What follows belongs to an exercise in optimizing a design on an open flow for small area; a production flow would make more cautious choices.
In this exercise RTL edits were held to simulation tests only and were not proved equivalent to the original.
No activity file was given, so power comes from the tool's default toggle rates.

==> flow/design.v <==
module umps_chardev (
    input  wire        clk,
    input  wire        rst,           
    input  wire [7:0]  clock_rate,    
    input  wire        tick,          
    input  wire        req_valid,
    input  wire        req_write,
    input  wire [7:0]  req_addr,      
    input  wire [31:0] req_wdata,
    output reg         rvalid,
    output reg  [31:0] rdata,
    input  wire [15:0] working,       
    input  wire [7:0]  rx_valid,      
    input  wire [63:0] rx_data,
    output wire [7:0]  rx_ready,
    output reg  [7:0]  prn_valid,     
    output wire [63:0] prn_data,
    output reg  [7:0]  tx_valid,      
    output wire [63:0] tx_data,
    output wire [4:0]  ip             
);
    wire       do_write = req_valid & req_write;
    wire       do_read  = req_valid & ~req_write;
    wire       hit_prn  = req_addr[7:5] == 3'b011;    
    wire       hit_term = req_addr[7:5] == 3'b100;    
    wire [2:0] dev      = req_addr[4:2];
    wire [1:0] idx      = req_addr[1:0];
    wire [7:0] opcode   = req_wdata[7:0];
    wire       op_reset = opcode == 8'd0;
    wire       op_ack   = opcode == 8'd1;
    wire       op_char  = opcode == 8'd2;
    wire [31:0] wbus = rst ? 32'd0 : req_wdata;
    reg [63:0] tod;
    always @(posedge clk) begin
        if (rst)
            tod <= 64'd0;
        else
            tod <= tod + {63'd0, tick};
    end
    wire [16:0] now = tod[16:0];
    wire [16:0] cr      = {9'd0, clock_rate};
    wire [16:0] lat80   = cr * 17'd80;
    reg  [16:0] lat_m1;
    always @(*) begin
        case ({hit_term, op_char})
            2'b00:   lat_m1 = cr * 17'd40  - 17'd1;    
            2'b01:   lat_m1 = cr * 17'd8   - 17'd1;    
            2'b10:   lat_m1 = cr * 17'd400 - 17'd1;    
            default: lat_m1 = lat80        - 17'd1;    
        endcase
    end
    wire [16:0] dl_new   = now + lat_m1;    
    wire [16:0] dl_retry = now + lat80;     
    function [3:0] opdec;                   
        input [7:0] op;
        reg z;
        begin
            z = ~|op[7:2];
            opdec = {~z | (op[1] & op[0]), z & op[1] & ~op[0],
                     z & ~op[1] & op[0], z & ~op[1] & ~op[0]};
        end
    endfunction
    function pend_of;
        input [3:0] d;
        input       busy;
        input       e;
        pend_of = ~busy & ~d[1] & ~(d[0] & e);
    endfunction
    reg  [31:0] p_cmd   [0:7];
    reg  [31:0] p_data0 [0:7];
    reg  [16:0] p_dl    [0:7];
    reg  [7:0]  p_busy;
    wire [7:0]  pend6;
    wire [2:0]  p_code  [0:7];
    reg  [31:0] t_rcmd  [0:7];
    reg  [31:0] t_tcmd  [0:7];
    reg  [16:0] t_rdl   [0:7];    
    reg  [16:0] t_tdl   [0:7];
    reg  [7:0]  t_rbusy;
    reg  [7:0]  t_tbusy;
    reg  [7:0]  t_rxfull;
    reg  [7:0]  t_rxbyte [0:7];
    wire [7:0]  pend7;
    wire [15:0] r_stat  [0:7];
    wire [15:0] x_stat  [0:7];
    assign ip       = {|pend7, |pend6, 3'b000};
    assign rx_ready = ~t_rxfull;
    wire op_busy = op_reset | op_char;    
    genvar g;
    generate
        for (g = 0; g < 8; g = g + 1) begin : dv
            wire [3:0] pd   = opdec(p_cmd[g][7:0]);
            wire p_sel  = do_write & hit_prn & (dev == g) & ~p_busy[g];
            wire p_wcmd = p_sel & (idx == 2'd1);
            wire p_wdat = p_sel & (idx == 2'd2);
            wire p_done = tick & p_busy[g] & (now == p_dl[g]);
            wire p_char = p_cmd[g][1];      
            wire p_e    = p_dl[g][16];      
            assign prn_data[8*g +: 8] = p_data0[g][7:0];
            assign pend6[g]  = pend_of(pd, p_busy[g], p_e);
            assign p_code[g] = p_busy[g] ? 3'd3 :
                               pd[3]     ? 3'd2 :
                               (pd[2] & p_e) ? 3'd4 : 3'd1;
            always @(posedge clk) begin
                if (rst | p_wcmd) p_cmd[g]   <= wbus;
                if (rst | p_wdat) p_data0[g] <= wbus;
                if (p_wcmd)       p_dl[g]     <= dl_new;
                else if (p_done)  p_dl[g][16] <= p_char & ~working[g];
                if (rst)          p_dl[g][16] <= 1'b1;
            end
            always @(posedge clk) begin
                if (rst) begin
                    p_busy[g]    <= 1'b0;
                    prn_valid[g] <= 1'b0;
                end else begin
                    prn_valid[g] <= p_done & p_char & working[g];
                    if (p_wcmd)
                        p_busy[g] <= op_busy;
                    else if (p_done)
                        p_busy[g] <= 1'b0;
                end
            end
            wire [3:0] rd_ = opdec(t_rcmd[g][7:0]);
            wire r_wcmd = do_write & hit_term & (dev == g) & (idx == 2'd1) & ~t_rbusy[g];
            wire r_due  = tick & t_rbusy[g] & (now == t_rdl[g]);
            wire r_char = t_rcmd[g][1];
            wire r_retry = r_due & r_char & ~t_rxfull[g];
            wire r_take  = r_due & r_char & t_rxfull[g] & working[8+g];
            wire r_e     = t_rdl[g][16];
            assign pend7[g] = pend_of(rd_, t_rbusy[g], r_e) |
                              pend_of(opdec(t_tcmd[g][7:0]), t_tbusy[g], t_tdl[g][16]);
            assign r_stat[g] = t_rbusy[g] ? 16'd3 :
                               rd_[3]     ? 16'd2 :
                               rd_[2]     ? (r_e ? 16'd4 : {t_rdl[g][7:0], 8'd5}) :
                                            16'd1;
            always @(posedge clk) begin
                if (rst | r_wcmd) t_rcmd[g] <= wbus;
                if (r_wcmd)       t_rdl[g]  <= dl_new;
                else if (r_retry) t_rdl[g]  <= dl_retry;
                else if (r_due)   t_rdl[g]  <= {r_char & ~working[8+g], t_rdl[g][15:8], t_rxbyte[g]};
                if (rst)          t_rdl[g][16] <= 1'b1;
            end
            always @(posedge clk) begin
                if (rst)
                    t_rbusy[g] <= 1'b0;
                else if (r_wcmd)
                    t_rbusy[g] <= op_busy;
                else if (r_due & ~r_retry)
                    t_rbusy[g] <= 1'b0;
            end
            always @(posedge clk) begin
                if (rst)
                    t_rxfull[g] <= 1'b0;
                else if (r_take)
                    t_rxfull[g] <= 1'b0;
                else if (rx_valid[g])
                    t_rxfull[g] <= 1'b1;
                if (rx_valid[g] & ~t_rxfull[g])
                    t_rxbyte[g] <= rx_data[8*g +: 8];
            end
            wire [3:0] xd   = opdec(t_tcmd[g][7:0]);
            wire x_wcmd = do_write & hit_term & (dev == g) & (idx == 2'd3) & ~t_tbusy[g];
            wire x_done = tick & t_tbusy[g] & (now == t_tdl[g]);
            wire x_char = t_tcmd[g][1];
            wire x_e    = t_tdl[g][16];
            assign tx_data[8*g +: 8] = t_tcmd[g][15:8];
            assign x_stat[g] = t_tbusy[g] ? 16'd3 :
                               xd[3]      ? 16'd2 :
                               xd[2]      ? {t_tcmd[g][15:8], 5'd0, 2'b10, ~x_e} :
                                            16'd1;
            always @(posedge clk) begin
                if (rst | x_wcmd) t_tcmd[g] <= wbus;
                if (x_wcmd)       t_tdl[g]     <= dl_new;
                else if (x_done)  t_tdl[g][16] <= x_char & ~working[8+g];
                if (rst)          t_tdl[g][16] <= 1'b1;
            end
            always @(posedge clk) begin
                if (rst) begin
                    t_tbusy[g]  <= 1'b0;
                    tx_valid[g] <= 1'b0;
                end else begin
                    tx_valid[g] <= x_done & x_char & working[8+g];
                    if (x_wcmd)
                        t_tbusy[g] <= op_busy;
                    else if (x_done)
                        t_tbusy[g] <= 1'b0;
                end
            end
        end
    endgenerate
    wire [7:0] dsel;
    assign dsel = 8'd1 << dev;
    wire [3:0] isel;
    assign isel = 4'd1 << idx;
    reg [31:0] rd_mux;
    integer k;
    always @(*) begin
        rd_mux = 32'd0;
        for (k = 0; k < 8; k = k + 1) begin
            rd_mux = rd_mux
                | ({32{hit_prn  & dsel[k] & isel[0]}} & {29'd0, p_code[k]})
                | ({32{hit_prn  & dsel[k] & isel[1]}} & p_cmd[k])
                | ({32{hit_prn  & dsel[k] & isel[2]}} & p_data0[k])
                | ({32{hit_term & dsel[k] & isel[0]}} & {16'd0, r_stat[k]})
                | ({32{hit_term & dsel[k] & isel[1]}} & t_rcmd[k])
                | ({32{hit_term & dsel[k] & isel[2]}} & {16'd0, x_stat[k]})
                | ({32{hit_term & dsel[k] & isel[3]}} & t_tcmd[k]);
        end
        rd_mux = rd_mux
            | ({32{req_addr == 8'd160}} & tod[31:0])
            | ({32{req_addr == 8'd161}} & tod[63:32])
            | ({32{req_addr == 8'd165}} & {24'd0, pend6})
            | ({32{req_addr == 8'd166}} & {24'd0, pend7});
    end
    always @(posedge clk) begin
        rvalid <= do_read & ~rst;
        rdata  <= rd_mux;
    end
endmodule
==> flow/config.mk <==
export PLATFORM = sky130hd
export DESIGN_NAME = umps_chardev
export DESIGN_NICKNAME = umps_chardev
export VERILOG_FILES = /design/flow/design.v
export SDC_FILE = /design/flow/constraint.sdc
export NUM_CORES = 4
export LEC_CHECK = 0
export CAP_MARGIN = 20
export CORE_MARGIN = 2
export CORE_UTILIZATION = 40
export CTS_BUF_LIST = sky130_fd_sc_hd__clkbuf_8
export CTS_CLUSTER_DIAMETER = 60
export CTS_CLUSTER_SIZE = 14
export SLEW_MARGIN = 20
==> flow/constraint.sdc <==
create_clock -name core_clock -period 10.0 [get_ports {clk}]
set_input_delay 2.0000 -clock core_clock [delete_from_list [all_inputs] [get_ports {clk}]]
set_output_delay 2.0000 -clock core_clock [all_outputs]
set_load 0.01 [all_outputs]
standard.sh (not shown) runs the stock make flow with config.mk's settings and CLKGATE_MAP_FILE= SYNTH_SCRIPT=/design/flow/synth_recipe.tcl, a recipe that flattens the netlist after the stock synthesis.
==> flow/flow/run.sh <==
#!/bin/bash
set -euo pipefail
bash standard.sh finish "BUFFER_PORTS_ARGS=-buffer_cell sky130_fd_sc_hd__buf_1" > flow_make.log 2>&1
The baseline went through all stages and came out clean.
Then changed:
CORE_UTILIZATION = 65   (was 40)
CTS_CLUSTER_DIAMETER = 70   (was 60)
CTS_CLUSTER_SIZE = 15   (was 14)
PLACE_DENSITY = 0.85   (was unset)
- sequential power barely changes
- wire length fell by 3.4%
- worst setup slack got worse by 0.28 ns
- first-iteration DRC count increases by 42%
- global-route usage grows by 19 points
- clock power shrinks by 14%
- cell count shrinks by 12%
Then changed:
CORE_UTILIZATION = 55   (was 65)
CTS_CLUSTER_DIAMETER = 60   (was 70)
CTS_CLUSTER_SIZE = 14   (was 15)
PLACE_DENSITY = 0.75   (was 0.85)
What happened: Via count drops by 3.1%. Final area climbs by 0.97%. Utilization drops by 11 points. Synthesized cell count stays the same. Clock skew climbs by 0.055 ns. Worst setup slack improves by 0.22 ns.
Then changed:
CORE_UTILIZATION = 40   (was 55)
PLACE_DENSITY = unset   (was 0.75)
SLEW_MARGIN = 10   (was 20)
=> Global-route usage falls by 11 points. Cell area rises by 1.7%. Die area rises by 37%. Setup slack got worse by 0.017 ns. Register-to-register slack improved by 0.36 ns. Power rises by 1.5%. Clock power rises by 5.1%. Maximum frequency is about the same.
Then changed:
==> flow/flow/run.sh (replaced) <==
#!/bin/bash
set -euo pipefail
bash standard.sh finish \
  "BUFFER_PORTS_ARGS=-buffer_cell sky130_fd_sc_hd__buf_1" \
  "RECOVER_POWER=100" > flow_make.log 2>&1
SLEW_MARGIN = 20   (was 10)
What happened:
- The changed run finished with max-capacitance violations, max-slew violations left
- clock skew fell by 0.0047 ns
- power came out lower by 0.64%
- synthesized area does not change
- die area stays the same
- worst setup slack gets worse by 1.7 ns
- count of clock-buffer cells in the layout goes up by 2
- via count hardly moves
- cell count is about the same
- combinational power barely changes
- core utilization went down by 0.51 points

## afterwards: timing with drivers on the ports
The results above use ideal ports. As a check the final layouts listed here were re-extracted and re-timed, cells and wires unchanged. Step 1, drivers: a clkbuf_16 drives clk and a buf_2 each remaining input, both assumed. Step 2 times the ports against the registers' clock, not the clock port: input delays grow and output delays shrink by t, the midpoint of the rising clock arrivals with the driver on. a / b / c = ideal ports / drivers / drivers and shift; a / b = the first two.
run | t, ns | setup slack, ns | clock arrival spread, ns | pins driven straight from the clock port
the first run | 1.067 | 2.713 / 2.778 / 1.711 | 0.068 / 0.068 | 1
the second run | 0.978 | 2.435 / 2.493 / 1.514 | 0.056 / 0.057 | 1
the third run | 1.041 | 2.659 / 2.722 / 1.681 | 0.106 / 0.106 | 1
the fourth run | 1.064 | 2.642 / 2.706 / 1.642 | 0.076 / 0.076 | 1
the fifth run | 1.058 | 0.944 / 0.968 / -0.089 | 0.077 / 0.077 | 1
The setup slack of the fifth run, which loses most, moves by +0.024 ns with the drivers and by -1.033 ns with both steps.
